From an optimization exercise on the open Yosys and OpenROAD flow, aimed at small area; shortcuts taken in it are not production practice.
RTL that was checked went through simulation tests only; none was proved equivalent to the original.
No functional check of the RTL was part of run 6.
Power figures rest on the tool's default switching activity, not on a simulated workload. The clock port is modelled as an ideal driver; clocking choices that lean on that would not hold on a real chip.

==> flow/design.v <==
module il_core (
    input  wire        clk,
    input  wire        rst,
    input  wire        start,
    input  wire [15:0] prog_len,
    output wire        busy,
    output wire [15:0] acc,
    output wire [15:0] last_line,
    output wire [4:0]  esp,
    output wire [4:0]  csp,
    output wire        prog_valid,
    output wire [15:0] prog_addr,
    input  wire        prog_ready,
    input  wire [15:0] prog_word,
    input  wire [15:0] prog_opr,
    output wire        mem_valid,
    output wire        mem_we,
    output wire [1:0]  mem_region,
    output wire [4:0]  mem_slot,
    output wire [15:0] mem_wdata,
    input  wire        mem_ready,
    input  wire [15:0] mem_rdata
);
    localparam [3:0] S_IDLE  = 4'd0,
                     S_FETCH = 4'd1,
                     S_OPEN  = 4'd2,
                     S_EPOP  = 4'd3,
                     S_MRD   = 4'd4,
                     S_WPREP = 4'd5,
                     S_MWR   = 4'd6,
                     S_ALU1  = 4'd7,
                     S_ALU2  = 4'd8,
                     S_MD    = 4'd9,
                     S_JMP   = 4'd10,
                     S_CPUSH = 4'd11,
                     S_CPOP  = 4'd12,
                     S_EWAIT = 4'd13,
                     S_ERUN  = 4'd14,
                     S_MRDG  = 4'd15;
    localparam [3:0] C_LE = 4'd0, C_LT = 4'd1, C_STOR = 4'd2, C_LOAD = 4'd4,
                     C_AND = 4'd5, C_OR = 4'd6, C_XOR = 4'd7, C_ADD = 4'd8,
                     C_SUB = 4'd9, C_MUL = 4'd10, C_DIV = 4'd11, C_GT = 4'd12,
                     C_GE = 4'd13, C_EQ = 4'd14, C_NE = 4'd15,
                     C_CLOSE = 4'd3;    
    localparam EW = 21;    
    localparam CW = 16;    
    reg [3:0]  state;
    reg [15:0] line;
    reg [15:0] acc_r;
    reg [15:0] t1;         
    reg [15:0] t2;         
    reg [1:0]  t2x;        
    reg        dsign;      
    reg [4:0]  esp_r;      
    reg [19:0] er;         
    reg        ecar;
    reg [4:0]  csp_r;
    reg [4:0]  ph;         
    reg [3:0]  code;
    reg        neg;
    reg [EW*20-1:0] ering;
    reg [CW*20-1:0] cring;
    wire [EW-1:0] etap = ering[EW*20-1 -: EW];
    wire [CW-1:0] ctap = cring[CW*20-1 -: CW];
    wire [3:0]  e_code = etap[20:17];
    wire        e_neg  = etap[16];
    wire [15:0] e_acc  = etap[15:0];
    integer i;
    reg [15:0] line_inc;
    reg [16:0] li_c;
    always @(*) begin
        li_c[0] = 1'b1;
        for (i = 0; i < 16; i = i + 1) begin
            line_inc[i] = line[i] ^ li_c[i];
            li_c[i+1]   = line[i] & li_c[i];
        end
    end
    reg [16:0] lt_c;
    always @(*) begin
        lt_c[0] = 1'b0;
        for (i = 0; i < 16; i = i + 1)
            lt_c[i+1] = (!line[i] & prog_len[i]) | (!(line[i] ^ prog_len[i]) & lt_c[i]);
    end
    wire line_lt = lt_c[16];
    wire ed_zero = ~|er;
    wire ed_sat  = &er;
    wire edn     = (code == C_CLOSE);    
    wire e_b     = er[19];
    wire e_cin   = ecar | ((state == S_ERUN) && (ph == 5'd0));
    wire ph_hi   = ph[4] || (ph == 5'd15);    
    function [4:0] updn5;
        input [4:0] v;
        input       dn;
        reg   [5:0] t;
        integer k;
        begin
            t[0] = 1'b1;
            for (k = 0; k < 5; k = k + 1) begin
                updn5[k] = v[k] ^ t[k];
                t[k+1]   = t[k] & (v[k] ^ dn);
            end
        end
    endfunction
    wire [4:0] esp_nx = updn5(esp_r, state == S_FETCH);
    wire [4:0] csp_nx = updn5(csp_r, state == S_FETCH);
    wire [4:0] ph_inc = updn5(ph, 1'b0);
    wire       acc_nz = |acc_r;
    wire [7:0] op_raw = prog_word[7:0];
    wire       op_hi  = |op_raw[7:5];
    wire       op_ok  = !op_hi && !(op_raw[4] && (op_raw[3] || (op_raw[2] && op_raw[1])));   
    wire [7:0] op     = op_ok ? op_raw : 8'd0;
    wire       fi     = prog_word[8];
    wire       fn     = prog_word[9];
    wire       fc     = prog_word[10];
    wire       fg     = prog_word[11];
    wire       cond   = acc_nz ^ fn;
    wire       gate   = !fc || cond;
    wire       is_bin = (!op[4] && (op[3] || (op[2] && (op[1] || op[0])))) ||
                        (op[4] && !op[3] && !op[2] && !op[1]);    
    wire [3:0] op_code = (op == 8'd1) ? C_LOAD : (op == 8'd21) ? C_CLOSE : op[3:0];
    wire       esp_full = (esp_r == 5'd20);
    wire       ph_e     = (ph == esp_r);
    wire       ph_c     = (ph == csp_r);
    wire [10:0] a_hi = t1[15:5];
    wire [4:0]  a_lo = t1[4:0];
    wire        lo_z     = (a_lo == 5'd0);
    wire        lo_gt26  = (a_lo[4] & a_lo[3] & (a_lo[2] | (a_lo[1] & a_lo[0])));    
    wire        lo_1_26  = !lo_z && !lo_gt26;
    wire        lo_ge17  = a_lo[4] & (|a_lo[3:0]);
    wire        lo_le10  = !a_lo[4] & !(a_lo[3] & (a_lo[2] | (a_lo[1] & a_lo[0])));   
    wire        r0  = (a_hi == 11'h000) && lo_1_26;
    wire        r3  = (a_hi == 11'h4E2) && lo_1_26;
    wire        r1  = ((a_hi == 11'h138) && lo_ge17) || ((a_hi == 11'h139) && lo_le10);
    wire        r2  = ((a_hi == 11'h3A9) && lo_ge17) || ((a_hi == 11'h3AA) && lo_le10);
    wire        dec_ok = r0 | r1 | r2 | r3;
    wire [1:0]  dec_rg = {r2 | r3, r1 | r3};
    reg  [4:0]  lo_m1;
    reg  [5:0]  lm_b;
    always @(*) begin
        lm_b[0] = 1'b1;
        for (i = 0; i < 5; i = i + 1) begin
            lo_m1[i]  = a_lo[i] ^ lm_b[i];
            lm_b[i+1] = lm_b[i] & !a_lo[i];
        end
    end
    wire [4:0]  dec_sl = {lo_m1[4] ^ (r1 | r2), lo_m1[3:0]};
    wire        dec_bit = !dec_rg[1];
    wire        c_mul   = (code == C_MUL);
    wire        c_add   = (code == C_ADD);
    wire        c_logic = (code == C_AND) || (code == C_OR) || (code == C_XOR);
    wire        md_mul  = c_mul;
    wire        a_inv   = !(c_add || c_mul || c_logic);
    wire        y_inv   = neg ^ a_inv;
    wire        sub     = a_inv ^ dsign;
    wire [15:0] ay16    = (t1 ^ {16{y_inv ^ dsign}}) & {16{!md_mul || acc_r[15]}};
    wire [17:0] ax      = {t2x, t2};
    wire [17:0] ay      = {sub, sub, ay16};
    wire [17:0] ap      = ax ^ ay;
    wire [17:0] ag      = ax & ay;
    reg  [17:0] sum;
    reg  [18:0] ac;
    always @(*) begin
        ac[0] = sub;
        for (i = 0; i < 18; i = i + 2) begin
            ac[i+1] = ag[i] | (ap[i] & ac[i]);
            ac[i+2] = ag[i+1] | (ap[i+1] & ag[i]) | (ap[i+1] & ap[i] & ac[i]);
        end
        for (i = 0; i < 18; i = i + 1)
            sum[i] = ap[i] ^ ac[i];
    end
    wire        ge      = ac[16];    
    wire        eq      = &ap[15:0];    
    reg [15:0] alu_y;
    always @(*) begin
        case (code)
            C_AND, C_DIV: alu_y = ag[15:0];
            C_OR:   alu_y = ap[15:0] | ag[15:0];
            C_XOR:  alu_y = ap[15:0];
            C_ADD, C_SUB, C_MUL: alu_y = sum[15:0];
            C_GT:   alu_y = {15'd0, ge & !eq};
            C_GE:   alu_y = {15'd0, ge};
            C_EQ:   alu_y = {15'd0, eq};
            C_NE:   alu_y = {15'd0, !eq};
            C_LE:   alu_y = {15'd0, !ge | eq};
            C_LT:   alu_y = {15'd0, !ge};
            default: alu_y = t1;    
        endcase
        if (state == S_OPEN) alu_y = t1;
    end
    wire md_last = (md_mul && ph == 5'd15) || (!md_mul && ph == 5'd0 && eq);
    wire acc_e   = (state == S_EPOP) && ph_e && (e_code != C_LOAD);
    wire acc_sh  = (state == S_MD) && !md_last;
    wire acc_en  = ((state == S_OPEN) && !esp_full && ph_e) || acc_e ||
                   (state == S_ALU2) || (state == S_MD);
    always @(posedge clk) begin
        if (rst)
            acc_r <= 16'd0;
        else if (acc_en)
            acc_r <= acc_e ? e_acc : acc_sh ? {acc_r[14:0], !sum[16]} : alu_y;
    end
    wire        md_code = (code == C_MUL) || (code == C_DIV);
    wire        w_prep  = (state == S_WPREP);
    wire        w_bit   = w_prep & dec_bit;
    wire        w_inv   = w_prep & neg;
    wire [15:0] wv      = w_bit ? {15'd0, acc_nz ^ w_inv} : (acc_r ^ {16{w_inv}});
    wire        w_ld    = w_prep || ((state == S_ALU1) && !md_code);
    wire        w_set   = (state == S_FETCH) && (op == 8'd3);
    wire        t2_en   = (state == S_MD) || w_prep || (state == S_ALU1) ||
                          ((state == S_FETCH) && prog_ready && line_lt && (op == 8'd3 || op == 8'd4) && cond);
    always @(posedge clk) begin
        if (t2_en) begin
            if (state == S_MD) begin
                t2x   <= sum[16:15];
                t2    <= {sum[14:0], acc_r[15] & !md_mul};
                dsign <= sum[16] & !md_mul;
            end else begin
                t2x   <= 2'd0;
                dsign <= 1'b0;
                t2  <= (w_ld ? wv : 16'd0) | {15'd0, w_set};
            end
        end
    end
    wire        rd_load = (code == C_LOAD);
    wire        i_load  = rd_load & neg & dec_ok;
    wire [15:0] rdm     = !dec_ok ? 16'd0 : dec_bit ? {15'd0, mem_rdata[0]} : mem_rdata;
    wire [15:0] rdv     = rdm ^ {{15{i_load & !dec_bit}}, i_load};
    wire e_we = (state == S_OPEN) && !esp_full && ph_e;
    wire c_we = (state == S_CPUSH) && ph_c;
    always @(posedge clk) begin
        if (rst) begin
            er   <= 20'd0;
            ecar <= 1'b0;
        end else begin
            er   <= {er[18:0], e_b ^ e_cin};
            ecar <= e_cin & (ph_hi ? (ph != 5'd19) : (e_b ^ edn));
        end
    end
    always @(posedge clk) begin
        ering <= {ering[EW*19-1:0], e_we ? {code, neg, acc_r} : etap};
        cring <= {cring[CW*19-1:0], c_we ? line : ctap};
    end
    always @(posedge clk) begin
        if (rst) begin
            state <= S_IDLE;
            esp_r <= 5'd0;
            csp_r <= 5'd0;
            ph    <= 5'd0;
        end else begin
            ph <= (ph == 5'd19) ? 5'd0 : ph_inc;
            case (state)
            S_IDLE: begin
                if (start) begin
                    line  <= 16'd0;
                    state <= S_FETCH;
                end
            end
            S_FETCH: begin
                if (!line_lt) begin
                    state <= S_IDLE;
                end else if (prog_ready) begin
                    t1   <= prog_opr;
                    code <= op_code;
                    neg  <= fn;
                    line <= line_inc;    
                    case (op)
                    8'd1: begin    
                        if (fg)      state <= S_OPEN;
                        else if (fi) state <= S_ALU2;
                        else         state <= S_MRD;
                    end
                    8'd2: begin    
                        state <= fg ? S_OPEN : S_WPREP;
                    end
                    8'd3, 8'd4: begin    
                        if (cond) begin
                            state <= S_MWR;
                        end
                    end
                    8'd18: begin   
                        if (gate) begin state <= S_JMP; end
                    end
                    8'd19: begin   
                        if (gate && csp_r != 5'd20) begin state <= S_CPUSH; end
                    end
                    8'd20: begin   
                        if (gate) begin
                            if (csp_r != 5'd0) begin
                                csp_r <= csp_nx;
                                state <= S_CPOP;
                            end else begin
                                line <= 16'hFFFF;
                            end
                        end
                    end
                    8'd21: begin   
                        if (!ed_zero) begin
                            state <= S_EWAIT;
                        end else if (esp_r != 5'd0) begin
                            esp_r <= esp_nx;
                            state <= S_EPOP;
                        end
                    end
                    default: begin
                        if (is_bin) begin
                            if (!fi) state <= fg ? S_MRDG : S_MRD;
                            else if (fg) state <= S_OPEN;
                            else state <= S_ALU1;
                        end
                    end
                    endcase
                end
            end
            S_OPEN: begin
                if (esp_full) begin
                    if (!ed_sat) begin
                        state <= S_EWAIT;
                    end else begin
                        state <= S_FETCH;
                    end
                end else if (ph_e) begin
                    esp_r <= esp_nx;
                    state <= S_FETCH;
                end
            end
            S_EPOP: begin
                if (ph_e) begin
                    code <= e_code;
                    neg  <= e_neg;
                    t1   <= acc_r;
                    if (e_code == C_LOAD) begin
                        state <= S_MRD;
                    end else if (e_code == C_STOR) begin
                        state <= S_WPREP;
                    end else begin
                        state <= S_ALU1;
                    end
                end
            end
            S_MRD, S_MRDG: begin
                if (!dec_ok || mem_ready) begin
                    t1 <= rdv;
                    if (rd_load) state <= S_ALU2;
                    else if (state == S_MRDG) state <= S_OPEN;
                    else state <= S_ALU1;
                end
            end
            S_WPREP: begin
                state <= S_MWR;
            end
            S_MWR: begin
                if (!dec_ok || mem_ready) begin
                    state <= S_FETCH;
                end
            end
            S_ALU1: begin
                if (md_code) begin
                    if (ph == 5'd19) state <= S_MD;
                end else begin
                    state <= S_ALU2;
                end
            end
            S_ALU2: begin
                state <= S_FETCH;
            end
            S_MD: begin
                if (md_last) begin
                    state <= S_FETCH;
                end else if (ph == 5'd16) begin
                    state <= S_FETCH;
                end
            end
            S_EWAIT: begin
                if (ph == 5'd19) state <= S_ERUN;
            end
            S_ERUN: begin
                if (ph == 5'd19) begin
                    state <= S_FETCH;
                end
            end
            S_JMP: begin
                line  <= t1;
                state <= S_FETCH;
            end
            S_CPUSH: begin
                if (ph_c) begin
                    csp_r <= csp_nx;
                    line  <= t1;
                    state <= S_FETCH;
                end
            end
            S_CPOP: begin
                if (ph_c) begin
                    line  <= ctap;
                    state <= S_FETCH;
                end
            end
            default: state <= S_IDLE;
            endcase
        end
    end
    assign busy       = (state != S_IDLE);
    assign acc        = acc_r;
    assign last_line  = line;
    assign esp        = esp_r;
    assign csp        = csp_r;
    assign prog_valid = (state == S_FETCH) && line_lt;
    assign prog_addr  = line;
    assign mem_valid  = ((state == S_MRD) || (state == S_MRDG) || (state == S_MWR)) && dec_ok;
    assign mem_we     = (state == S_MWR);
    assign mem_region = dec_rg;
    assign mem_slot   = dec_sl;
    assign mem_wdata  = t2;
endmodule
==> flow/flow/run.sh <==
#!/bin/bash
# The standard layout (the standard.sh), with two changes: the port
# buffers are sky130_fd_sc_hd__buf_1, and clock tree synthesis gets its own
# clustering arguments and no dummy loads.
set -euo pipefail
bash standard.sh finish "BUFFER_PORTS_ARGS=-buffer_cell sky130_fd_sc_hd__buf_1" \
  "CTS_ARGS=-sink_clustering_enable -repair_clock_nets -sink_clustering_size 36 -sink_clustering_max_diameter 60 -buf_list sky130_fd_sc_hd__clkbuf_16 -dont_use_dummy_load" \
  > standard_flow.log 2>&1
==> flow/standard.sh <==
#!/bin/bash
# synth_recipe.tcl (not shown) runs the flow's synth.tcl, then flattens the netlist and writes it again
# the make line also repeats each setting of config.mk as NAME=value (left out here)
make -C /OpenROAD-flow-scripts/flow DESIGN_CONFIG=/design/flow/config.mk WORK_HOME=/design/flow/orfs CLKGATE_MAP_FILE= SYNTH_SCRIPT=/design/flow/synth_recipe.tcl "${@:-finish}"
==> flow/config.mk <==
export PLATFORM = sky130hd
export DESIGN_NAME = il_core
export DESIGN_NICKNAME = il_core
export VERILOG_FILES = /design/flow/design.v
export SDC_FILE = /design/flow/constraint.sdc
export NUM_CORES = 4
export LEC_CHECK = 0
export CAP_MARGIN = 20
export CORE_MARGIN = 2
export CORE_UTILIZATION = 40
export SLEW_MARGIN = 20
==> flow/constraint.sdc <==
create_clock -name core_clock -period 8.0 [get_ports {clk}]
set_input_delay 1.6000 -clock core_clock [delete_from_list [all_inputs] [get_ports {clk}]]
set_output_delay 1.6000 -clock core_clock [all_outputs]
set_load 0.01 [all_outputs]
==> results by group, run 1 <==
Cells and area
  • Final net count: around 2,200
  • Share of cells above drive strength 1: 6.01%
  • Area grow syn2layout: 9.41%
  • Commonest cells after routing, fill and taps aside: dfxtp_1, buf_1, nand2_1, nor2_1, o21ai_0
  • Commonest non-fill, non-tap cell in the layout: dfxtp_1

Yosys
  • Post-synthesis simple-gate area fraction: under 10%
  • Multiplexer area fraction after synthesis: under 10%
  • Yosys cell types: 85
  • Compound-Gate Fraction of Synth Area: 8.52%
  • Register area share after synthesis: 71.2%
  • Syn Nets: 2,080
  • Mapped Cells: 1,929
  • EDFF count, synth: 55
  • Synth Area in XOR/XNOR: roughly 3.3%
  • Main synth FF type: dfxtp_1
  • Adder-Cell Fraction of Synth Area: 4.40%
  • Ys async rst share: 0%
  • Synth Cell Area: 24,700 sq um
  • Flops & latches, synth: 851
  • Syn avg cell area: 12.8 sq um
  • Total number of yosys warnings: 1
  • Largest family of logic cells by synthesized area: simple AND/OR/NAND/NOR gates

Route
  • DR vias/cell: 4.97
  • Vias: roughly 14,000
  • Starting DRT DRC Count: about 1,000
  • Total Routed Length: 53.6 mm
  • Routed length per instance: about 19 um
  • DRT antenna net count: 0
  • Post-route DRC: 0
  • DR pass1 iterations: 5

Clock network
  • Reg clk slew, reported paths: ~0.11 ns
  • CTS-repair resized insts: 0
  • CTS tree: yes
  • Clk buf depth: 3
  • CTS root buf: clkbuf_16
  • Hold Buf Count CTS: 0
  • Setup bufs post-CTS: 0
  • Clock Latency Late Sink: ~0.62 ns
  • H-tree levels: 2
  • Clock sinks: 851
  • CTS Buf Count: 43

Critical path
  • Critical path required time: 8.46 ns
  • Worst R2R Start: code[2]
  • CP max FO: 16
  • Reg2Reg Setup Slack: 1.71 ns
  • Crit Path Category: register to register
  • Crit path DAT: 6.75 ns
  • RR Endpoint: acc_r[14]
  • CP Capture Type: register
  • R2R depth: 22
  • Worst setup SP type: register

GRT
  • M2 GR Usage: 25.9%
  • Met3 usage: between 2 and 3%
  • Gr busiest metal: met2
  • Maximum number of pins on one net before global-route repair: between 50 and 60
  • Met1 global-route usage: 24.0%
  • Number of global-route vias before repair: 13,700
  • Overall routing resource usage: 16.9%
  • Initial antenna violation count: 1
  • Global-route wire length before repair: 82.1 mm
  • Total gr overflow: 0

Worst hold path
  • Worst min-delay path class: register to register
  • Hold endpoint: cring[117]
  • Hold path start: cring[101]
  • Hold Path Cell Cnt: 0

Timing
  • Final setup violation count: 0
  • F_max: 159 MHz
  • Rel. slew slack: between 20 and 30%
  • Pins Over Slew Limit: 0
  • RSZ-0062 raised after global routing: no
  • Fin crit period: 6.29 ns
  • Worst-Margin Slew: 1.06 ns
  • Worst hold margin: 0.281 ns
  • Setup TNS: 0 ns
  • Clock skew: 0.0907 ns
  • Final Hold Viols: 0
  • Final Cycle Share: around four fifths

Power
  • Clock share of power: 25.0%
  • Part of the power in registers: between 50% and 60%
  • Logic pwr share: between 10% and 20%
  • Power Dens Cells: approximately 320 nW/um^2
  • Max IR drop VDD: 0.000218 V
  • P_leak: between 10 and 15 nW
  • NetSw: 2.50 mW
  • Internal power: 6.17 mW
  • Switch share: 28.9%
  • Total power draw: 8.67 mW

Flow run
  • Max cap viols: 0

Floorplanning
  • Die Width: ~250 um
  • Rows: 91
  • Core footprint: 61,400 sq um
  • # IOs: 154
  • Initial core utilization: 40.3%
  • Die area: 63,800 sq um
  • Die height: 253 um

Placement
  • Final weighted congestion in routability-driven placement: 0.897
  • HPWL after DPL: between 30 and 40 mm
  • Port Buffers: ~150

Status
  • Status: finished clean
==> stage by stage <==
stage,utilization [%],cells,worst slack (ns),instance area [sq um]
after global routing,44.0,2835,1.23,27000
after floorplan,-,1929,3.07,24700
after CTS,44.0,2835,1.68,27000
after detailed placement,42.3,2792,1.73,26000
final,44.1,2836,1.71,27000
after global placement,42.3,2792,1.74,26000
==> metal layers <==
layer	share of wire, %	vias to the layer above
li1	-	6737
met1	48	6781
met2	43	463
met3	5.8	106
met4	3.2	0
met5	0	-
==> worst max-delay path, cell delays in order (launching register included) <==
cell      delay [ns]
edfxtp_1        0.57
nand2b_1        0.52
o22ai_2         0.35
xor2_4          0.32
xor2_4          0.68
xor2_1          0.12
or2_2           0.32
ha_1            0.36
nand4_1         0.19
or2_1           0.29
o21a_1          0.24
o21bai_1        0.28
a21o_1          0.16
a21o_1          0.15
a31oi_1         0.13
fa_1            0.56
nor3_1          0.06
a211oi_1        0.27
a211oi_1        0.12
a21oi_1         0.13
nor2_1          0.06
a221oi_1        0.20
nor2_1          0.06
==> power by group through the flow <==
| stage | sequential [mW] | clock [mW] | combinational [mW] |
|---|---|---|---|
| after floorplan | 4.79 | 0 | 1.21 |
| after global placement | 4.94 | 0 | 1.61 |
| after detailed placement | 4.94 | 0 | 1.64 |
| after CTS | 4.85 | 2.24 | 1.65 |
| after global routing | 4.88 | 2.39 | 1.85 |
| final | 4.85 | 2.17 | 1.65 |
==> cells by family (layout without fill, tap and decap cells) <==
| kind of cell | Yosys count | in the layout |
|---|---|---|
| xor gates and xnor gates | 88 | 88 |
| other | 0 | 1 |
| DFF | 851 | 851 |
| adders and majority gates | 82 | 82 |
| AOI/OAI and AO/OA | 310 | 310 |
| buffers and inverters | 163 | 279 |
| muxes | 25 | 25 |
| and+or+nand+nor | 410 | 410 |
==> registers in the layout, summed over array words and instances (netlist names) <==
signal / cells
ecar: 1
dsign: 1
acc_r: 16
er: 20
neg: 1
ph: 5
t2: 16
line: 16
ering: 420
csp_r: 5
t1: 16
code: 4
cring: 320
esp_r: 5
t2x: 1
state: 4
==> worst max-delay path by stage <==
stage / to / slack (ns) / start
after floorplan: line[0] / 3.07 / prog_len[2]
after global placement: acc_r[14] / 1.74 / code[2]
after detailed placement: acc_r[14] / 1.73 / code[2]
after CTS: acc_r[14] / 1.68 / code[2]
after global routing: acc_r[14] / 1.23 / code[3]
final: acc_r[14] / 1.71 / code[2]
==> cells in the mapped netlist (all sizes together) (5+ instances only) <==
master	instances	area share [%]
nand4	12	0.30
nor2	84	1.3
nand3	26	0.53
or2	18	0.46
nor2b	36	0.91
o2bb2ai	7	0.25
ha	74	3.7
mux2	24	1.1
nor4	18	0.46
nand2b	11	0.28
o21ai	82	1.7
a221oi	20	0.71
buf	43	1.1
dfxtp	796	64
a21o	14	0.43
nand2	119	1.8
a31oi	8	0.20
o211ai	9	0.29
a22oi	20	0.61
a211oi	19	0.58
and2	7	0.18
o22ai	15	0.41
edfxtp	55	6.7
o21bai	5	0.15
xor2	42	1.6
a21oi	54	1.1
clkbuf	49	0.75
fa	8	0.65
nor3b	10	0.30
inv	71	1.1
nor3	30	0.69
xnor2	46	1.6
and3	6	0.15
or3	8	0.20
o221ai	17	0.60
==> layout make-up <==
class / count / area (sq um)
fillers: 5564 / 34300
flip-flops and latches: 851 / 17600
multi-input cells: 915 / 6430
clock buffers: 43 / 1080
well taps: 790 / 988
repair buffers: 165 / 681
inverters: 71 / 267
diodes: 1 / 2.50
==> run 2, diff against run 1 <==
==> flow/flow/run.sh (replaced) <==
#!/bin/bash
# The standard layout (the standard.sh), with two changes: the port
# buffers are sky130_fd_sc_hd__buf_1, and clock tree synthesis gets its own
# clustering arguments and no dummy loads.
set -euo pipefail
bash standard.sh finish "BUFFER_PORTS_ARGS=-buffer_cell sky130_fd_sc_hd__buf_1" \
  "CTS_ARGS=-sink_clustering_enable -repair_clock_nets -sink_clustering_size 45 -sink_clustering_max_diameter 50 -buf_list sky130_fd_sc_hd__clkbuf_16 -dont_use_dummy_load" \
  > standard_flow.log 2>&1
==> run 2 against run 1 <==
- still clean
- worst hold slack worse by 0.020 ns
- critical path depth stayed put
- via count up 0.40%
- maximum frequency up 0.33%
- die area did not move
- largest cell class unchanged
==> results by group, run 2 <==
Status
  • Status: finished clean

Floorplanning
  • Core footprint: 61,400 sq um (unchanged)
  • Die height: 253 um (unchanged)
  • Initial core utilization: 40.3% (unchanged)
  • Die Width: 253 um (unchanged)
  • Rows: 91 (unchanged)
  • Die area: 63,800 sq um (unchanged)
  • # IOs: 154 (unchanged)

Cells and area
  • Final instance area: 27,400 sq um (+1.4%)
  • Layout Cells excl Fill: 2,852 (+0.56%)
  • Area grow syn2layout: 10.9%
  • Final net count: 2,213 (+0.68%)
  • Max FFs per register: 420 (unchanged)
  • # fillers: 5,516 (-0.86%)
  • Commonest non-fill, non-tap cell in the layout: dfxtp_1
  • Commonest cells after routing, fill and taps aside: dfxtp_1, buf_1, nand2_1, nor2_1, o21ai_0
  • Share of cells above drive strength 1: 6.70% (+0.68 points)
  • Largest regs: ering x420, cring x320, er x20
  • Largest register by flop count: ering

Power
  • Internal power: 6.48 mW (+5.0%)
  • NetSw: 2.57 mW (+2.5%)
  • P_leak: 10.7 nW (+1.8%)
  • Power Dens Cells: 330 nW/um^2 (+2.9%)
  • Switch share: 28.4% (-0.50 points)
  • Logic pwr share: 18.3% (-0.7 points)
  • Clock share of power: 28.0% (+3.0 points)
  • Part of the power in registers: 53.7% (-2.3 points)
  • Max IR drop VDD: 0.000174 V (-20%)

Clock network
  • Hold Buf Count CTS: 0 (unchanged)
  • CTS Buf Count: 58 (+35%)
  • Clock sinks: 851 (unchanged)
  • Clk buf depth: 3 (unchanged)
  • CTS root buf: clkbuf_16
  • H-tree levels: 2 (unchanged)
  • Reg clk slew, reported paths: 0.09 ns (-0.02 ns)
  • CTS-repair resized insts: 0 (unchanged)
  • Setup bufs post-CTS: 0 (unchanged)
  • CTS tree: yes
  • Clock Latency Late Sink: 0.66 ns (+0.04 ns)

Timing
  • Rel. slew slack: 29.5% (+0.60 points)
  • RSZ-0062 raised after global routing: no
  • Worst hold margin: 0.261 ns (-0.0204 ns)
  • Pins Over Slew Limit: 0 (unchanged)
  • Clock skew: 0.109 ns (+0.0181 ns)
  • Setup TNS: 0 ns (unchanged)
  • Worst-Margin Slew: 1.06 ns (-0.00903 ns)
  • Setup slack after layout: 1.73 ns (+0.0206 ns)
  • F_max: 159 MHz (+0.33%)
  • Final Cycle Share: 78.4% (-0.26 points)
  • Final setup violation count: 0 (unchanged)
  • Fin crit period: 6.27 ns (-0.0206 ns)
  • Final Hold Viols: 0 (unchanged)

Route
  • Total Routed Length: 54.0 mm (+0.65%)
  • DRT antenna net count: 0 (unchanged)
  • Post-route DRC: 0 (unchanged)
  • DR pass1 iterations: 5 (unchanged)
  • Vias: 14,100 (+0.40%)
  • Routed length per instance: 18.9 um (about the same)
  • Starting DRT DRC Count: 1,022 (-1.5%)
  • DR vias/cell: 4.96 (-0.16%)

Placement
  • Final weighted congestion in routability-driven placement: 0.897 (unchanged)
  • Placed inst area: 26,000 sq um (unchanged)
  • Placed Cells: 2,792 (unchanged)
  • Place WS: 1.73 ns (unchanged)
  • Port Buffers: 149 (unchanged)
  • HPWL after DPL: 37.3 mm (unchanged)

Critical path
  • Cell Chain, Critical Path: nand2b_1 -> o22ai_2 -> xor2_4 -> xor2_4 -> xor2_1 -> or2_2 -> ha_1 -> nand4_1 -> or2_1 -> o21a_1 -> o21bai_1 -> a21o_1 -> a21o_1 -> a31oi_1 -> fa_1 -> nor3_1 -> a211oi_1 -> a211oi_1 -> a21oi_1 -> nor2_1 -> a221oi_1 -> nor2_1
  • CP Capture Type: register
  • Worst setup SP type: register
  • Worst R2R Start: code[2]
  • Crit path largest cell delay: 0.69 ns (about the same)
  • CP max FO: 16 (unchanged)
  • Crit path DAT: 6.75 ns (about the same)
  • CP max-delay cell: xor2_4
  • Crit Path Category: register to register
  • RR Endpoint: acc_r[14]
  • Critical path required time: 8.48 ns (+0.02 ns)
  • Reg2Reg Setup Slack: 1.73 ns (+0.02 ns)
  • R2R depth: 22 (unchanged)

GRT
  • Total gr overflow: 0 (unchanged)
  • Maximum number of pins on one net before global-route repair: 57 (unchanged)
  • Initial antenna violation count: 1 (unchanged)
  • Overall routing resource usage: 17.1% (+0.14 points)
  • Number of global-route vias before repair: 13,900 (+1.5%)
  • Global-route wire length before repair: 82.7 mm (+0.77%)

Yosys
  • Synth Cell Area: 24,700 sq um (unchanged)
  • Register area share after synthesis: 71.2% (unchanged)
  • Top cells by area, synth: dfxtp_1, edfxtp_1, ha_1
  • Ys async rst share: 0% (unchanged)
  • Syn avg cell area: 12.8 sq um (unchanged)
  • Synth top area share: 64.5% (unchanged)
  • Flops & latches, synth: 851 (unchanged)
  • EDFF count, synth: 55 (unchanged)
  • Area leader, netlist: dfxtp_1
  • Mapped Cells: 1,929 (unchanged)
  • Yosys cell types: 85 (unchanged)
  • Syn Nets: 2,080 (unchanged)
  • Count leader, synth: dfxtp_1
  • Total number of yosys warnings: 1 (unchanged)
  • Main synth FF type: dfxtp_1
  • Post-synth top cells: dfxtp_1, nand2_1, nor2_1, o21ai_0, ha_1

Worst hold path
  • Hold path start: ering[29]
  • Hold Path Cell Cnt: 0 (unchanged)
  • Hold endpoint: ering[50]
  • Worst min-delay path class: register to register

Flow run
  • Max cap viols: 0 (unchanged)
run 2: per-layer routing:
metal  vias up  routed length, um  GRT usage, %
met4         0               1930          6.32
met2       465              23200          25.8
met3       122               3260          3.21
met1      6791              25600          24.3
li1       6766                  -             -
met5         -                  0             0
run 2: worst max-delay path by stage:
stage	startpoint	end	slack, ns	depth (start not counted)
floorplan	prog_len[2]	line[0]	3.07	7
global placement	code[2]	acc_r[14]	1.74	22
detailed placement	code[2]	acc_r[14]	1.73	22
CTS	code[2]	acc_r[14]	1.69	22
global route	code[3]	acc_r[14]	1.26	22
finish	code[2]	acc_r[14]	1.73	22
run 2: kinds of logic after synthesis:
logic type,after synthesis,share of synthesized area [%]
compound gates,310,8.52
xor+xnor,88,3.27
fa+ha+maj,82,4.40
buf+inv,163,2.93
flops,851,71.2
mux,25,1.13
simple gates,410,8.58
run 2: critical path, delay by kind of cell, from the launching register on:
kind                     cells  cell delay, ns
AO/OA/AOI/OAI               10            2.02
AND/OR/NAND/NOR              7            1.52
XOR/XNOR                     3            1.13
adder cells (fa/ha/maj)      2            0.92
flip-flops                   1            0.56
run 2: per-stage QoR:
step           utilization, %  power [mW]
4_1_cts                  44.7        9.12
3_5_place_dp             42.3        6.58
6_report                 44.7        9.04
5_1_grt                  44.7        9.50
2_1_floorplan               -        6.01
3_3_place_gp             42.3        6.55
run 2: power groups by stage:
stage | Combinational [mW] | Sequential [mW] | Clock [mW]
CTS | 1.65 | 4.85 | 2.62
floorplan | 1.21 | 4.79 | 0
global route | 1.85 | 4.88 | 2.77
finish | 1.65 | 4.86 | 2.53
detailed placement | 1.64 | 4.94 | 0
global placement | 1.61 | 4.94 | 0
run 2: layout make-up:
class,instances,area [sq um],area share (%)
Sequential cell,851,17600,64.2
Multi-Input combinational cell,915,6430,23.5
Clock buffer,58,1450,5.29
Tap cell,790,988,3.61
Timing Repair Buffer,165,681,2.48
Inverter,71,267,0.972
Antenna cell,2,5.00,0.0183
==> run 3, diff against run 2 <==
==> flow/flow/run.sh (replaced) <==
#!/bin/bash
# The standard layout (the standard.sh), with two changes: the port
# buffers are sky130_fd_sc_hd__buf_1, and clock tree synthesis gets its own
# clustering arguments and no dummy loads.
set -euo pipefail
bash standard.sh finish "BUFFER_PORTS_ARGS=-buffer_cell sky130_fd_sc_hd__buf_1" \
  "CTS_ARGS=-sink_clustering_enable -repair_clock_nets -sink_clustering_size 35 -sink_clustering_max_diameter 80 -buf_list sky130_fd_sc_hd__clkbuf_16 -dont_use_dummy_load" \
  > standard_flow.log 2>&1
--- a/flow/config.mk
+++ b/flow/config.mk
@@ -7,5 +7,5 @@
 export LEC_CHECK = 0
 export CAP_MARGIN = 20
 export CORE_MARGIN = 2
-export CORE_UTILIZATION = 40
+export CORE_UTILIZATION = 65
 export SLEW_MARGIN = 20
==> run 3 against run 2 <==
- still clean
- maximum frequency fell by 0.86%
- clock power fell by 27%
- via count fell by 0.71%
- sequential share of layout area rose by 2.5 points
- critical path type unchanged
- largest cell class unchanged
==> results by group, run 3 <==
Yosys
  • EDFF count, synth: 55 (unchanged)
  • Yosys cell types: 85 (unchanged)
  • Syn Nets: 2,080 (unchanged)
  • Synth Cell Area: 24,700 sq um (unchanged)
  • Count leader, synth: dfxtp_1
  • Flops & latches, synth: 851 (unchanged)
  • Top cells by area, synth: dfxtp_1, edfxtp_1, ha_1
  • Mapped Cells: 1,929 (unchanged)
  • Synth top area share: 64.5% (unchanged)
  • Total number of yosys warnings: 1 (unchanged)
  • Post-synth top cells: dfxtp_1, nand2_1, nor2_1, o21ai_0, ha_1
  • Register area share after synthesis: 71.2% (unchanged)
  • Ys async rst share: 0% (unchanged)
  • Syn avg cell area: 12.8 sq um (unchanged)
  • Area leader, netlist: dfxtp_1
  • Main synth FF type: dfxtp_1

Critical path
  • Crit path DAT: 6.82 ns (+0.07 ns)
  • Worst R2R Start: code[2]
  • CP max FO: 16 (unchanged)
  • Crit Path Category: register to register
  • Critical path required time: 8.49 ns (about the same)
  • R2R depth: 22 (unchanged)
  • Worst setup SP type: register
  • Worst setup startpoint: code[2]
  • CP Capture Type: register

Cells and area
  • # fillers: 2,610 (-53%)
  • Antenna Diode Count: 0 (-2)
  • Commonest non-fill, non-tap cell in the layout: dfxtp_1
  • Final net count: 2,185 (-1.3%)
  • Largest register by flop count: ering
  • Area grow syn2layout: 6.73%
  • Commonest cells after routing, fill and taps aside: dfxtp_1, buf_1, nand2_1, nor2_1, o21ai_0
  • Share of cells above drive strength 1: 5.36% (-1.3 points)
  • Max FFs per register: 420 (unchanged)
  • Final instance area: 26,400 sq um (-3.8%)
  • Largest regs: ering x420, cring x320, er x20

Worst hold path
  • Hold path start: ering[122]
  • Worst min-delay path class: register to register
  • Hold Path Cell Cnt: 0 (unchanged)

Placement
  • Placed inst area: 25,600 sq um (-1.4%)
  • Final weighted congestion in routability-driven placement: 0.900 (+0.26%)
  • HPWL after DPL: 35.8 mm (-4.1%)
  • Port Buffers: 149 (unchanged)

Clock network
  • H-tree levels: 1 (-1)
  • Reg clk slew, reported paths: 0.12 ns (+0.03 ns)
  • CTS-repair resized insts: 0 (unchanged)
  • Clk buf depth: 3 (unchanged)
  • CTS root buf: clkbuf_16
  • Setup bufs post-CTS: 0 (unchanged)
  • Hold Buf Count CTS: 0 (unchanged)
  • Clock sinks: 851 (unchanged)
  • CTS tree: yes
  • Clock Latency Late Sink: 0.62 ns (-0.04 ns)
  • CTS Buf Count: 31 (-47%)

Timing
  • Pins Over Slew Limit: 0 (unchanged)
  • Setup TNS: 0 ns (unchanged)
  • Final Cycle Share: 79.1% (+0.68 points)
  • Fin crit period: 6.32 ns (+0.0545 ns)
  • Final setup violation count: 0 (unchanged)
  • Rel. slew slack: 23.2% (-6.3 points)
  • F_max: 158 MHz (-0.86%)
  • Final Hold Viols: 0 (unchanged)
  • RSZ-0062 raised after global routing: no
  • Clock skew: 0.0647 ns (-0.0441 ns)
  • Worst-Margin Slew: 1.15 ns (+0.0930 ns)

Route
  • DR vias/cell: 5.52 (+11%)
  • Starting DRT DRC Count: 954 (-6.7%)
  • Routed length per instance: 20.6 um (+8.7%)
  • Total Routed Length: 52.3 mm (-3.1%)
  • DRT antenna net count: 0 (unchanged)
  • Post-route DRC: 0 (unchanged)
  • DR pass1 iterations: 7 (+2)
  • Vias: 14,000 (-0.71%)

GRT
  • Number of global-route vias before repair: 13,500 (-2.4%)
  • Global-route wire length before repair: 79.5 mm (-3.9%)
  • Overall routing resource usage: 26.5% (+9.5 points)
  • Gr busiest metal: met2
  • Total gr overflow: 0 (unchanged)
  • M2 GR Usage: 43.4% (+18 points)
  • Maximum number of pins on one net before global-route repair: 57 (unchanged)
  • Met3 usage: 3.22% (+0.0082 points)
  • Initial antenna violation count: 0 (-1)
  • Met1 global-route usage: 38.3% (+14 points)

Floorplanning
  • Die area: 39,600 sq um (-38%)
  • Die Width: 199 um (-21%)
  • Die height: 199 um (-21%)
  • # IOs: 154 (unchanged)
  • Core footprint: 37,600 sq um (-39%)
  • Initial core utilization: 65.8% (+25 points)
  • Rows: 71 (-22%)

Power
  • NetSw: 2.42 mW (-5.7%)
  • Part of the power in registers: 58.2% (+4.5 points)
  • Clock share of power: 22.2% (-5.8 points)
  • Max IR drop VDD: 0.000300 V (+72%)
  • Power Dens Cells: 316 nW/um^2 (-4.3%)
  • P_leak: 10.4 nW (-3.1%)
  • Switch share: 29.1% (+0.68 points)
  • Logic pwr share: 19.6% (+1.3 points)
  • Internal power: 5.91 mW (-8.8%)
  • Total power draw: 8.33 mW (-7.9%)

Flow run
  • Max cap viols: 0 (unchanged)

Status
  • Status: finished clean
==> run 3: layout make-up <==
class                           instances  area (sq um)  share of cell area (%)
Inverter                               71           267                    1.01
Multi-Input combinational cell        915          6430                    24.4
Timing Repair Buffer                  164           673                    2.55
Sequential cell                       851         17600                    66.7
Clock buffer                           31           776                    2.94
Tap cell                              511           639                    2.42
==> run 3: worst paths after layout <==
| kind | to | slack [ns] |
|---|---|---|
| setup / recovery | acc_r[14] | 1.68 |
| hold / removal | ering[143] | 0.29 |
| setup reg to reg | acc_r[14] | 1.68 |
| hold reg to reg | ering[143] | 0.29 |
==> run 3: logic make-up after synthesis <==
family / synth area share, %
AOI/OAI and AO/OA: 8.52
and+or+nand+nor: 8.58
xor gates and xnor gates: 3.27
adders and majority gates: 4.40
muxes: 1.13
buffers and inverters: 2.93
DFF: 71.2
==> run 3: routing by layer <==
metal | vias to the layer above | part of all wire (%)
met5 | - | 0
met4 | 0 | 1.9
met3 | 74 | 5.8
met2 | 446 | 46
met1 | 6806 | 46
li1 | 6718 | -
==> run 3: metrics by stage <==
step | std cells | utilization, % | hold slack, ns | setup WS (ns)
global route | 2543 | 70.2 | 0.294 | 1.23
finish | 2543 | 70.2 | 0.295 | 1.68
floorplan | 1929 | - | 0.310 | 3.07
detailed placement | 2512 | 68.1 | 0.312 | 1.76
CTS | 2543 | 70.2 | 0.298 | 1.73
global placement | 2512 | 68.1 | 0.310 | 1.76
==> run 3: critical path, stage by stage (launching register included) <==
cell,delay (ns)
edfxtp_1,0.59
nand2b_1,0.56
o22ai_2,0.38
xor2_4,0.33
xor2_4,0.68
xor2_1,0.11
or2_2,0.32
ha_1,0.36
nand4_1,0.17
or2_1,0.28
o21a_1,0.23
o21bai_1,0.24
a21o_1,0.15
a21o_1,0.17
a31oi_1,0.14
fa_1,0.55
nor3_1,0.06
a211oi_1,0.20
a211oi_1,0.11
a21oi_1,0.22
nor2_1,0.06
a221oi_1,0.22
nor2_1,0.06
==> run 3: power groups by stage <==
stage          Clock [mW]  Combinational [mW]  Sequential, mW
4_1_cts              1.87                1.62            4.85
3_5_place_dp            0                1.60            4.94
6_report             1.84                1.63            4.85
3_3_place_gp            0                1.57            4.92
5_1_grt              2.01                1.80            4.88
2_1_floorplan           0                1.21            4.79
==> run 4, diff against run 3 <==
==> flow/flow/run.sh (replaced) <==
#!/bin/bash
# The standard layout (the standard.sh), with two changes: the port
# buffers are sky130_fd_sc_hd__buf_1, and clock tree synthesis gets its own
# clustering arguments and no dummy loads.
set -euo pipefail
bash standard.sh finish "BUFFER_PORTS_ARGS=-buffer_cell sky130_fd_sc_hd__buf_1" \
  "CTS_ARGS=-sink_clustering_enable -repair_clock_nets -sink_clustering_size 32 -sink_clustering_max_diameter 80 -buf_list sky130_fd_sc_hd__clkbuf_16 -dont_use_dummy_load" \
  > standard_flow.log 2>&1
--- a/flow/config.mk
+++ b/flow/config.mk
@@ -7,5 +7,5 @@
 export LEC_CHECK = 0
 export CAP_MARGIN = 20
 export CORE_MARGIN = 2
-export CORE_UTILIZATION = 65
+export CORE_UTILIZATION = 80
 export SLEW_MARGIN = 20
==> run 4 against run 3 <==
- total power up 2.6%
- final cell count down 4.7%
- critical endpoint unchanged
- maximum frequency down 4.3%
- sequential share of layout area up 0.43 points
- clock-buffer cell count unchanged
- first-iteration DRC count up 140%
==> results by group, run 4 <==
Critical path
  • CP Capture Type: register
  • CP max FO: 16 (unchanged)
  • RR Endpoint: acc_r[14]
  • CP bufs+invs: 0 (unchanged)
  • Critical path's top delay family: compound AO/OA/AOI/OAI gates
  • Worst R2R Start: code[3]
  • Critical path required time: 8.51 ns (+0.02 ns)
  • Reg2Reg Setup Slack: 1.39 ns (-0.28 ns)
  • Crit Path Category: register to register
  • Worst setup SP type: register
  • Crit path DAT: 7.11 ns (+0.29 ns)
  • R2R depth: 22 (unchanged)
  • Cell Chain, Critical Path: nand2b_1 -> o22ai_2 -> xor2_4 -> xor2_4 -> xnor2_1 -> or2_1 -> ha_1 -> nand4_1 -> or2_1 -> o21a_1 -> o21bai_1 -> a21o_1 -> a21o_1 -> a31oi_1 -> fa_1 -> nor3_1 -> a211oi_1 -> a211oi_1 -> a21oi_1 -> nor2_1 -> a221oi_1 -> nor2_1
  • Crit path largest cell delay: 0.70 ns (+0.02 ns)
  • CP max-delay cell: xor2_4

GRT
  • Maximum number of pins on one net before global-route repair: 57 (unchanged)
  • Global-route wire length before repair: 97.0 mm (+22%)
  • Initial antenna violation count: 1 (+1)
  • Overall routing resource usage: 39.7% (+13 points)
  • Total gr overflow: 0 (unchanged)
  • Number of global-route vias before repair: 15,700 (+16%)

Power
  • Power Dens Cells: 326 nW/um^2 (+3.3%)
  • P_leak: 10.4 nW (-0.21%)
  • Clock share of power: 22.1% (about the same)
  • Max IR drop VDD: 0.000308 V (+2.7%)
  • Switch share: 30.7% (+1.7 points)
  • NetSw: 2.63 mW (+8.5%)
  • Internal power: 5.92 mW (+0.23%)
  • Logic pwr share: 20.7% (+1.1 points)
  • Total power draw: 8.54 mW (+2.6%)
  • Part of the power in registers: 57.2% (-1.0 points)

Yosys
  • Synth Cell Area: 24,700 sq um (unchanged)
  • Flops & latches, synth: 851 (unchanged)
  • Syn Nets: 2,080 (unchanged)
  • EDFF count, synth: 55 (unchanged)
  • Yosys cell types: 85 (unchanged)
  • Synth top area share: 64.5% (unchanged)
  • Syn avg cell area: 12.8 sq um (unchanged)
  • Mapped Cells: 1,929 (unchanged)
  • Area leader, netlist: dfxtp_1
  • Main synth FF type: dfxtp_1
  • Total number of yosys warnings: 1 (unchanged)
  • Register area share after synthesis: 71.2% (unchanged)
  • Count leader, synth: dfxtp_1
  • Ys async rst share: 0% (unchanged)
  • Post-synth top cells: dfxtp_1, nand2_1, nor2_1, o21ai_0, ha_1
  • Top cells by area, synth: dfxtp_1, edfxtp_1, ha_1

Floorplanning
  • Core footprint: 30,500 sq um (-19%)
  • Rows: 64 (-9.9%)
  • Die Width: 180 um (-9.7%)
  • Initial core utilization: 81.0% (+15 points)
  • Die height: 180 um (-9.7%)
  • # IOs: 154 (unchanged)
  • Die area: 32,300 sq um (-18%)

Clock network
  • CTS tree: yes
  • Clock Latency Late Sink: 0.63 ns (about the same)
  • CTS-repair resized insts: 0 (unchanged)
  • CTS Buf Count: 31 (unchanged)
  • H-tree levels: 1 (unchanged)
  • Clk buf depth: 3 (unchanged)
  • Reg clk slew, reported paths: 0.12 ns (about the same)
  • Setup bufs post-CTS: 0 (unchanged)
  • Clock sinks: 851 (unchanged)
  • CTS root buf: clkbuf_16
  • Hold Buf Count CTS: 0 (unchanged)

Placement
  • HPWL after DPL: 41.1 mm (+15%)
  • Placed Cells: 2,393 (-4.7%)
  • Port Buffers: 149 (unchanged)
  • Final weighted congestion in routability-driven placement: 0.935 (+3.9%)

Timing
  • F_max: 151 MHz (-4.3%)
  • Fin crit period: 6.61 ns (+0.283 ns)
  • Setup TNS: 0 ns (unchanged)
  • Final setup violation count: 0 (unchanged)
  • Final Cycle Share: 82.6% (+3.5 points)
  • Worst hold margin: 0.298 ns (+0.00351 ns)
  • RSZ-0062 raised after global routing: no
  • Final Hold Viols: 0 (unchanged)
  • Clock skew: 0.0428 ns (-0.0219 ns)
  • Rel. slew slack: 20.6% (-2.6 points)
  • Worst-Margin Slew: 1.18 ns (+0.0358 ns)
  • Pins Over Slew Limit: 0 (unchanged)

Route
  • Post-route DRC: 0 (unchanged)
  • Starting DRT DRC Count: 2,271 (+140%)
  • Vias: 15,500 (+11%)
  • Total Routed Length: 65.0 mm (+24%)
  • DR pass1 iterations: 8 (+1)
  • Routed length per instance: 26.8 um (+30%)
  • DRT antenna net count: 0 (unchanged)
  • DR vias/cell: 6.41 (+16%)

Cells and area
  • Share of cells above drive strength 1: 5.42% (+0.060 points)
  • Commonest cells after routing, fill and taps aside: dfxtp_1, buf_1, nand2_1, nor2_1, o21ai_0
  • Largest regs: ering x420, cring x320, er x20
  • Final net count: 2,181 (-0.18%)
  • Layout Cells excl Fill: 2,424 (-4.7%)
  • Commonest non-fill, non-tap cell in the layout: dfxtp_1
  • Area grow syn2layout: 6.05%
  • Largest register by flop count: ering
  • Max FFs per register: 420 (unchanged)
  • Antenna Diode Count: 0 (unchanged)

Worst hold path
  • Hold endpoint: ering[250]
  • Hold path start: ering[229]
  • Hold Path Cell Cnt: 0 (unchanged)
  • Worst min-delay path class: register to register

Flow run
  • Max cap viols: 0 (unchanged)

Status
  • Status: finished clean
[run 4: through the flow]
step | area (sq um) | utilization [%] | setup slack (ns)
floorplan | 24700 | - | 3.07
global placement | 25400 | 83.3 | 1.92
detailed placement | 25400 | 83.3 | 1.82
CTS | 26200 | 85.9 | 1.59
global route | 26200 | 85.9 | 1.15
finish | 26200 | 85.9 | 1.39
[run 4: power groups by stage]
stage	clock network, mW	registers (mW)	logic, mW
floorplan	0	4.79	1.21
global placement	0	4.92	1.52
detailed placement	0	4.95	1.64
CTS	1.87	4.86	1.70
global route	2.00	4.89	1.88
finish	1.89	4.89	1.77
[run 4: kinds of logic after synthesis]
logic type      Yosys count  synth area share, %
compound gates          310                 8.52
xor+xnor                 88                 3.27
mux                      25                 1.13
buf+inv                 163                 2.93
flops                   851                 71.2
simple gates            410                 8.58
fa+ha+maj                82                 4.40
[run 4: final cells by class]
class / instances / area [sq um]
fill: 1271 / 4310
clock buffer: 31 / 776
sequential: 851 / 17600
timing repair buffer: 160 / 643
inverter: 71 / 267
multi-input combinational: 915 / 6440
tap: 396 / 495
[run 4: per-layer routing]
metal | GRT usage, % | wire length, um | vias to the layer above
met2 | 64.8 | 30500 | 1115
met5 | 0 | 16 | -
met4 | 19.9 | 4170 | 2
li1 | - | - | 6701
met3 | 7.05 | 6260 | 329
met1 | 51.7 | 24100 | 7395
[run 4: how the worst max path moves through the flow]
| stage | startpoint | cells after the start | slack [ns] | endpoint |
|---|---|---|---|---|
| floorplan | prog_len[2] | 7 | 3.07 | line[0] |
| global placement | code[2] | 22 | 1.92 | acc_r[14] |
| detailed placement | code[2] | 22 | 1.82 | acc_r[14] |
| CTS | code[2] | 22 | 1.59 | acc_r[14] |
| global route | code[3] | 22 | 1.15 | acc_r[14] |
| finish | code[3] | 22 | 1.39 | acc_r[14] |
==> run 5, diff against run 4 <==
--- a/flow/config.mk
+++ b/flow/config.mk
@@ -7,5 +7,5 @@
 export LEC_CHECK = 0
 export CAP_MARGIN = 20
 export CORE_MARGIN = 2
-export CORE_UTILIZATION = 80
+export CORE_UTILIZATION = 65
 export SLEW_MARGIN = 20
==> run 5 against run 4 <==
- die area up 23%
- utilization fell by 15 points
- non-clock buffer count grew 5
- critical path depth is the same
- total power is 1.5% lower
- synthesized cell count did not move
- worst hold slack gained 0.0044 ns
- global-route usage is 13 points lower
- sequential power fell by 0.8%
- critical path type unchanged
- sequential share of layout area is 0.66 points lower
- setup slack improved by 0.24 ns
- largest cell class unchanged
- still clean on timing, DRC and antenna
==> results by group, run 5 <==
Power
  • Power Dens Cells: 318 nW/um^2 (-2.5%)
  • P_leak: 10.4 nW (+0.64%)
  • Total power draw: 8.42 mW (-1.5%)
  • Max IR drop VDD: 0.000270 V (-12%)

Yosys
  • Post-synth top cells: dfxtp_1, nand2_1, nor2_1, o21ai_0, ha_1
  • EDFF count, synth: 55 (unchanged)
  • Yosys cell types: 85 (unchanged)
  • Main synth FF type: dfxtp_1
  • Ys async rst share: 0% (unchanged)
  • Synth top area share: 64.5% (unchanged)
  • Syn avg cell area: 12.8 sq um (unchanged)
  • Compound-Gate Fraction of Synth Area: 8.52% (unchanged)
  • Area leader, netlist: dfxtp_1
  • Syn Nets: 2,080 (unchanged)
  • Total number of yosys warnings: 1 (unchanged)
  • Flops & latches, synth: 851 (unchanged)
  • Synth Cell Area: 24,700 sq um (unchanged)
  • Post-synthesis simple-gate area fraction: 8.58% (unchanged)
  • Count leader, synth: dfxtp_1
  • Mapped Cells: 1,929 (unchanged)
  • Multiplexer area fraction after synthesis: 1.13% (unchanged)
  • Top cells by area, synth: dfxtp_1, edfxtp_1, ha_1
  • Register area share after synthesis: 71.2% (unchanged)
  • Largest family of logic cells by synthesized area: simple AND/OR/NAND/NOR gates
  • Adder-Cell Fraction of Synth Area: 4.40% (unchanged)
  • Synth Area in XOR/XNOR: 3.27% (unchanged)

Critical path
  • CP max FO: 16 (unchanged)
  • Crit path largest cell delay: 0.67 ns (-0.03 ns)
  • Crit Path Category: register to register
  • CP Capture Type: register
  • Worst setup SP type: register
  • Critical path required time: 8.44 ns (-0.07 ns)
  • CP max-delay cell: xor2_4
  • Crit path DAT: 6.81 ns (-0.30 ns)
  • Worst setup startpoint: code[2]
  • Cell Chain, Critical Path: nand2b_1 -> o22ai_2 -> xor2_4 -> xor2_4 -> xor2_1 -> or2_2 -> ha_1 -> nand4_1 -> or2_1 -> o21a_1 -> o21bai_1 -> a21o_1 -> a21o_1 -> a31oi_1 -> fa_1 -> nor3_1 -> a211oi_1 -> a211oi_1 -> a21oi_1 -> nor2_1 -> a221oi_1 -> nor2_1
  • Worst R2R Start: code[2]

Timing
  • Clock skew: 0.0572 ns (+0.0144 ns)
  • Fin crit period: 6.37 ns (-0.242 ns)
  • Worst-Margin Slew: 1.13 ns (-0.0490 ns)
  • Rel. slew slack: 23.9% (+3.3 points)
  • Worst hold margin: 0.303 ns (+0.00445 ns)
  • Pins Over Slew Limit: 0 (unchanged)
  • RSZ-0062 raised after global routing: no
  • Final setup violation count: 0 (unchanged)
  • Final Hold Viols: 0 (unchanged)
  • Setup TNS: 0 ns (unchanged)
  • Final Cycle Share: 79.6% (-3.0 points)
  • F_max: 157 MHz (+3.8%)

Route
  • Vias: 14,100 (-9.3%)
  • Post-route DRC: 0 (unchanged)
  • DR vias/cell: 5.53 (-14%)
  • Total Routed Length: 52.3 mm (-20%)
  • Routed length per instance: 20.5 um (-23%)
  • Starting DRT DRC Count: 1,171 (-48%)
  • DRT antenna net count: 0 (unchanged)
  • DR pass1 iterations: 5 (-3)

Floorplanning
  • Die height: 199 um (+11%)
  • Core footprint: 37,600 sq um (+23%)
  • Rows: 71 (+11%)
  • Initial core utilization: 65.8% (-15 points)
  • # IOs: 154 (unchanged)
  • Die area: 39,600 sq um (+23%)
  • Die Width: 199 um (+11%)

Cells and area
  • Commonest non-fill, non-tap cell in the layout: dfxtp_1
  • Area grow syn2layout: 7.10%
  • Largest regs: ering x420, cring x320, er x20
  • FF+latch area: 17,600 sq um (unchanged)
  • Share of cells above drive strength 1: 5.55% (+0.13 points)
  • Final net count: 2,189 (+0.37%)
  • # fillers: 2,620 (+110%)
  • Commonest cells after routing, fill and taps aside: dfxtp_1, buf_1, nand2_1, nor2_1, o21ai_0
  • Multi-input logic area: 6430 sq um (about the same)
  • Largest register by flop count: ering
  • Max FFs per register: 420 (unchanged)

Clock network
  • CTS Buf Count: 34 (+9.7%)
  • Reg clk slew, reported paths: 0.11 ns (about the same)
  • CTS-repair resized insts: 0 (unchanged)
  • CTS tree: yes
  • Clock sinks: 851 (unchanged)
  • Setup bufs post-CTS: 0 (unchanged)
  • H-tree levels: 2 (+1)
  • Clock Latency Late Sink: 0.57 ns (-0.06 ns)
  • CTS root buf: clkbuf_16
  • Clk buf depth: 3 (unchanged)
  • Hold Buf Count CTS: 0 (unchanged)

GRT
  • Maximum number of pins on one net before global-route repair: 57 (unchanged)
  • Global-route wire length before repair: 79.3 mm (-18%)
  • Initial antenna violation count: 0 (-1)
  • Number of global-route vias before repair: 13,700 (-12%)
  • Total gr overflow: 0 (unchanged)
  • Overall routing resource usage: 26.8% (-13 points)

Status
  • Status: finished clean

Placement
  • HPWL after DPL: 35.8 mm (-13%)
  • Port Buffers: 149 (unchanged)
  • Final weighted congestion in routability-driven placement: 0.900 (-3.7%)

Worst hold path
  • Hold path start: ering[248]
  • Worst min-delay path class: register to register

Flow run
  • Max cap viols: 0 (unchanged)
==> run 5: changes by cell type in the layout (fill, tap and decap cells not counted), sizes merged <==
cell / delta
clkbuf: +3
diode: +1
buf: +5
==> run 5: metrics by stage <==
step           worst slack, ns  cell area (sq um)  util [%]  instances
6_report                  1.63              26500      70.4       2548
3_3_place_gp              1.76              25600      68.1       2512
2_1_floorplan             3.07              24700         -       1929
4_1_cts                   1.73              26400      70.4       2546
5_1_grt                   1.24              26500      70.4       2547
3_5_place_dp              1.76              25600      68.1       2512
==> run 5: power by group <==
part	leakage [nW]	total, mW	switching, mW	internal [mW]
sequential	6.95	4.85	0.277	4.57
combinational	3.06	1.63	0.994	0.636
clock	0.419	1.94	1.17	0.772
==> run 5: per-layer routing <==
layer  global-route usage [%]  up-vias  wire length (um)
li1                         -     6715                 -
met1                     37.9     6807             23900
met2                     42.5      485             23600
met3                     3.68       96              3350
met4                     9.26        0              1520
met5                        0        -                 0
==> run 5: cell families (layout without fill, tap and decap cells) <==
group           count (synthesis)  count (layout)
compound gates                310             310
buf+inv                       163             270
xor+xnor                       88              88
other cells                     0               1
flops                         851             851
simple gates                  410             410
mux                            25              25
fa+ha+maj                      82              82
==> run 5: layout make-up <==
cell class                      instances  share of cell area [%]
Sequential cell                       851                    66.5
Inverter                               71                    1.01
Multi-Input combinational cell        915                    24.3
Timing Repair Buffer                  165                    2.60
Clock buffer                           34                    3.21
Tap cell                              511                    2.42
Antenna cell                            1                 0.00946
==> run 5: path summary, 6_finish.rpt <==
| kind | to | slack (ns) | cells past startpoint |
|---|---|---|---|
| hold / removal | ering[269] | 0.30 | 0 |
| setup / recovery | acc_r[14] | 1.63 | 22 |
| hold reg to reg | ering[269] | 0.30 | 0 |
| setup reg to reg | acc_r[14] | 1.63 | 22 |
==> run 5: critical path, delay by kind of cell (launching register included) <==
family	cells	cell delay, ns
AO/OA/AOI/OAI	10	2.10
adder cells (fa/ha/maj)	2	0.92
XOR/XNOR	3	1.11
flip-flops	1	0.58
AND/OR/NAND/NOR	7	1.52
==> run 6, diff against run 5 <==
--- a/flow/design.v
+++ b/flow/design.v
@@ -408,6 +408,6 @@
     assign mem_valid  = ((state == S_MRD) || (state == S_MRDG) || (state == S_MWR)) && dec_ok;
     assign mem_we     = (state == S_MWR);
     assign mem_region = dec_rg;
-    assign mem_slot   = dec_sl;
+    assign mem_slot   = dec_sl & {5{dec_ok}};    
     assign mem_wdata  = t2;
 endmodule
==> run 6 against run 5 <==
- still clean on timing, DRC and antenna
- die area increased by 1.1%
- total power fell by 16%
- sequential power fell by 9.3%
- via count increased by 2.5%
- combinational power fell by 57%
- critical path depth is 1 lower
- flip-flop and latch count stayed put
- setup slack improved by 0.22 ns
- synthesized cell count is 0.16% higher
- non-clock buffer count increased by 3
- sequential share of layout area decreased by 0.85 points
- critical path type unchanged
- highest routed layer unchanged
==> results by group, run 6 <==
Route
  • Starting DRT DRC Count: 1,160 (-0.94%)
  • Total length of routed met3 wires: 3.58 mm (+6.7%)
  • DR pass1 iterations: 6 (+1)
  • Post-route DRC: 0 (unchanged)
  • Vias: 14,500 (+2.5%)
  • Met2 Wirelength: 25.6 mm (+8.7%)
  • DRT antenna net count: 0 (unchanged)
  • Wl on met1: 24.1 mm (+1.1%)
  • Total Routed Length: 55.5 mm (+6.0%)
  • Routed length per instance: 21.7 um (+5.8%)
  • DR vias/cell: 5.66 (+2.2%)
  • Top layer in use: met4

Cells and area
  • Area grow syn2layout: 7.23%
  • Commonest non-fill, non-tap cell in the layout: dfxtp_1
  • Largest register by flop count: ering
  • Antenna Diode Count: 0 (-1)
  • FF+latch area: 17,600 sq um (unchanged)
  • Final net count: 2,196 (+0.32%)
  • Layout Cells excl Fill: 2,554 (+0.24%)
  • Share of cells above drive strength 1: 6.61% (+1.1 points)
  • Multi-input logic area: 6740 sq um (+4.8%)
  • Largest regs: ering x420, cring x320, er x20
  • # fillers: 2,596 (-0.92%)
  • Max FFs per register: 420 (unchanged)
  • Commonest cells after routing, fill and taps aside: dfxtp_1, buf_1, nand2_1, ha_1

Yosys
  • Synth Cell Area: 25,000 sq um (+1.2%)
  • Post-synth top cells: dfxtp_1, nand2_1, ha_1, nor2_1, inv_1
  • Main synth FF type: dfxtp_1
  • Syn Nets: 2,083 (+0.14%)
  • Mapped Cells: 1,932 (+0.16%)
  • Adder-Cell Fraction of Synth Area: 4.34% (-0.051 points)
  • Top cells by area, synth: dfxtp_1, edfxtp_1, ha_1
  • Largest family of logic cells by synthesized area: compound AO/OA/AOI/OAI gates
  • EDFF count, synth: 55 (unchanged)
  • Register area share after synthesis: 70.3% (-0.83 points)
  • Yosys cell types: 91 (+7.1%)
  • Flops & latches, synth: 851 (unchanged)
  • Compound-Gate Fraction of Synth Area: 9.37% (+0.85 points)
  • Post-synthesis simple-gate area fraction: 7.94% (-0.64 points)
  • Multiplexer area fraction after synthesis: 2.00% (+0.87 points)
  • Count leader, synth: dfxtp_1
  • Synth Area in XOR/XNOR: 3.19% (-0.083 points)
  • Total number of yosys warnings: 1 (unchanged)
  • Area leader, netlist: dfxtp_1
  • Ys async rst share: 0% (unchanged)
  • Syn avg cell area: 12.9 sq um (+1.0%)
  • Synth top area share: 63.7% (-0.75 points)

Timing
  • Clock skew: 0.0832 ns (+0.0260 ns)
  • Rel. slew slack: 27.4% (+3.5 points)
  • Fin crit period: 6.15 ns (-0.216 ns)
  • Pins Over Slew Limit: 0 (unchanged)
  • Final setup violation count: 0 (unchanged)
  • Worst-Margin Slew: 1.08 ns (-0.0501 ns)
  • Final Hold Viols: 0 (unchanged)
  • RSZ-0062 raised after global routing: no
  • Worst hold margin: 0.267 ns (-0.0358 ns)
  • Final Cycle Share: 76.9% (-2.7 points)
  • F_max: 163 MHz (+3.5%)
  • Setup TNS: 0 ns (unchanged)

GRT
  • Initial antenna violation count: 1 (+1)
  • Number of global-route vias before repair: 14,200 (+3.5%)
  • Maximum number of pins on one net before global-route repair: 59 (+3.5%)
  • Total gr overflow: 0 (unchanged)
  • Global-route wire length before repair: 84.5 mm (+6.5%)
  • Overall routing resource usage: 27.6% (+0.85 points)

Power
  • P_leak: 10.6 nW (+1.9%)
  • Power Dens Cells: 264 nW/um^2 (-17%)
  • Max IR drop VDD: 0.000237 V (-12%)

Placement
  • Placed Cells: 2,519 (+0.28%)
  • Final weighted congestion in routability-driven placement: 0.924 (+2.7%)
  • Port Buffers: 149 (unchanged)
  • HPWL after DPL: 36.8 mm (+2.8%)

Floorplanning
  • Die height: 200 um (+0.57%)
  • Initial core utilization: 66.2% (+0.46 points)
  • Core footprint: 37,800 sq um (+0.47%)
  • Die area: 40,000 sq um (+1.1%)
  • Die Width: 200 um (+0.57%)
  • Rows: 71 (unchanged)
  • # IOs: 154 (unchanged)

Flow run
  • Max cap viols: 0 (unchanged)

Clock network
  • Setup bufs post-CTS: 0 (unchanged)
  • Reg clk slew, reported paths: 0.11 ns (about the same)
  • Clock sinks: 851 (unchanged)
  • CTS root buf: clkbuf_16
  • CTS-repair resized insts: 0 (unchanged)
  • Clock Latency Late Sink: 0.59 ns (+0.02 ns)
  • CTS tree: yes
  • CTS Buf Count: 35 (+2.9%)
  • Hold Buf Count CTS: 0 (unchanged)
  • H-tree levels: 2 (unchanged)
  • Clk buf depth: 3 (unchanged)

Worst hold path
  • Hold endpoint: ering[32]
  • Hold path start: ering[11]
  • Hold Path Cell Cnt: 0 (unchanged)
  • Worst min-delay path class: register to register

Critical path
  • Crit Path Category: register to register
  • R2R depth: 21 (-4.5%)
  • Reg2Reg Setup Slack: 1.85 ns (+0.22 ns)
  • Worst setup SP type: register
  • Crit path DAT: 6.56 ns (-0.25 ns)
  • RR Endpoint: acc_r[12]
  • Worst R2R Start: code[1]
  • Worst setup startpoint: code[1]
  • CP Capture Type: register
  • CP max FO: 16 (unchanged)
  • Critical path required time: 8.41 ns (-0.03 ns)

Status
  • Status: finished clean
run 6: final cells by class:
type,instances,area share (%)
clock buffers,35,3.27
inverters,70,0.980
multi-input cells,919,25.1
flip-flops and latches,851,65.6
well taps,511,2.39
repair buffers,168,2.62
run 6: worst max-delay path by stage:
stage / to / cells after the start / slack [ns]
3_3_place_gp: acc_r[15] / 22 / 2.04
3_5_place_dp: acc_r[15] / 22 / 1.97
5_1_grt: acc_r[15] / 22 / 1.51
4_1_cts: acc_r[15] / 22 / 1.93
6_report: acc_r[12] / 21 / 1.85
2_1_floorplan: t1[0] / 7 / 3.00
run 6: where the power goes:
group | internal, mW | switching, mW
sequential | 4.33 | 0.0735
combinational | 0.277 | 0.429
clock | 0.793 | 1.18
total | 5.40 | 1.68
run 6: logic make-up (layout without fill, tap and decap cells):
kind of cell	Yosys count	count (layout)
xor gates and xnor gates	88	88
AOI/OAI and AO/OA	340	340
adders and majority gates	82	82
buffers and inverters	162	273
DFF	851	851
muxes	45	45
and+or+nand+nor	364	364
run 6: worst max-delay path: stages, from the launching register on:
cell and delay, ns:
edfxtp_1 0.59, nor2_1 0.36, a2bb2oi_2 0.24, xnor2_2 0.17
xnor2_4 0.73, xnor2_1 0.12, or2_1 0.25, ha_1 0.44
and3b_1 0.19, o221ai_1 0.10, o211a_1 0.23, inv_2 0.12
a211oi_1 0.09, o31ai_1 0.39, a21o_1 0.23, a21o_1 0.14
fa_1 0.44, a221oi_1 0.54, a211oi_1 0.15, a211o_1 0.29
o211ai_1 0.08, a21oi_1 0.10
run 6: routing by layer:
metal	vias up	GRT usage (%)
li1	6821	-
met1	6967	37.8
met2	526	44.0
met3	137	4.57
met4	0	11.4
met5	-	0
run 6: metrics by stage:
stage	setup WS [ns]	cell area (sq um)	total power [mW]	utilization, %
floorplan	3.00	25000	4.98	-
global placement	2.04	25900	5.17	68.6
detailed placement	1.97	25900	5.18	68.7
CTS	1.93	26800	7.10	71.0
global route	1.51	26800	7.32	71.0
finish	1.85	26800	7.08	71.0

## afterwards: timing with drivers on the ports
Ports are ideal in the flow. The routed layouts listed here were re-timed in OpenROAD.
Step 1 assumes that a clkbuf_16 drives the clock port and a buf_2 every other input.
Step 2, shift: input delay + t, output delay - t, t = (earliest + latest rising clock arrival at the registers) / 2. This alone moves slack from input paths to output paths.
a / b / c = ideal ports / drivers / drivers and shift; a / b = the first two.
run	t (ns)	setup slack, ns	worst data-port slew with drivers (ns)
run 1	0.623	1.709 / 1.709 / 1.709	0.07
run 2	0.660	1.730 / 1.730 / 1.730	0.07
run 3	0.642	1.675 / 1.675 / 1.675	0.05
run 4	0.661	1.392 / 1.392 / 1.392	0.05
run 5	0.599	1.634 / 1.634 / 1.634	0.05
run 6	0.602	1.850 / 1.850 / 1.850	0.04
After both steps every run listed still meets setup and hold.
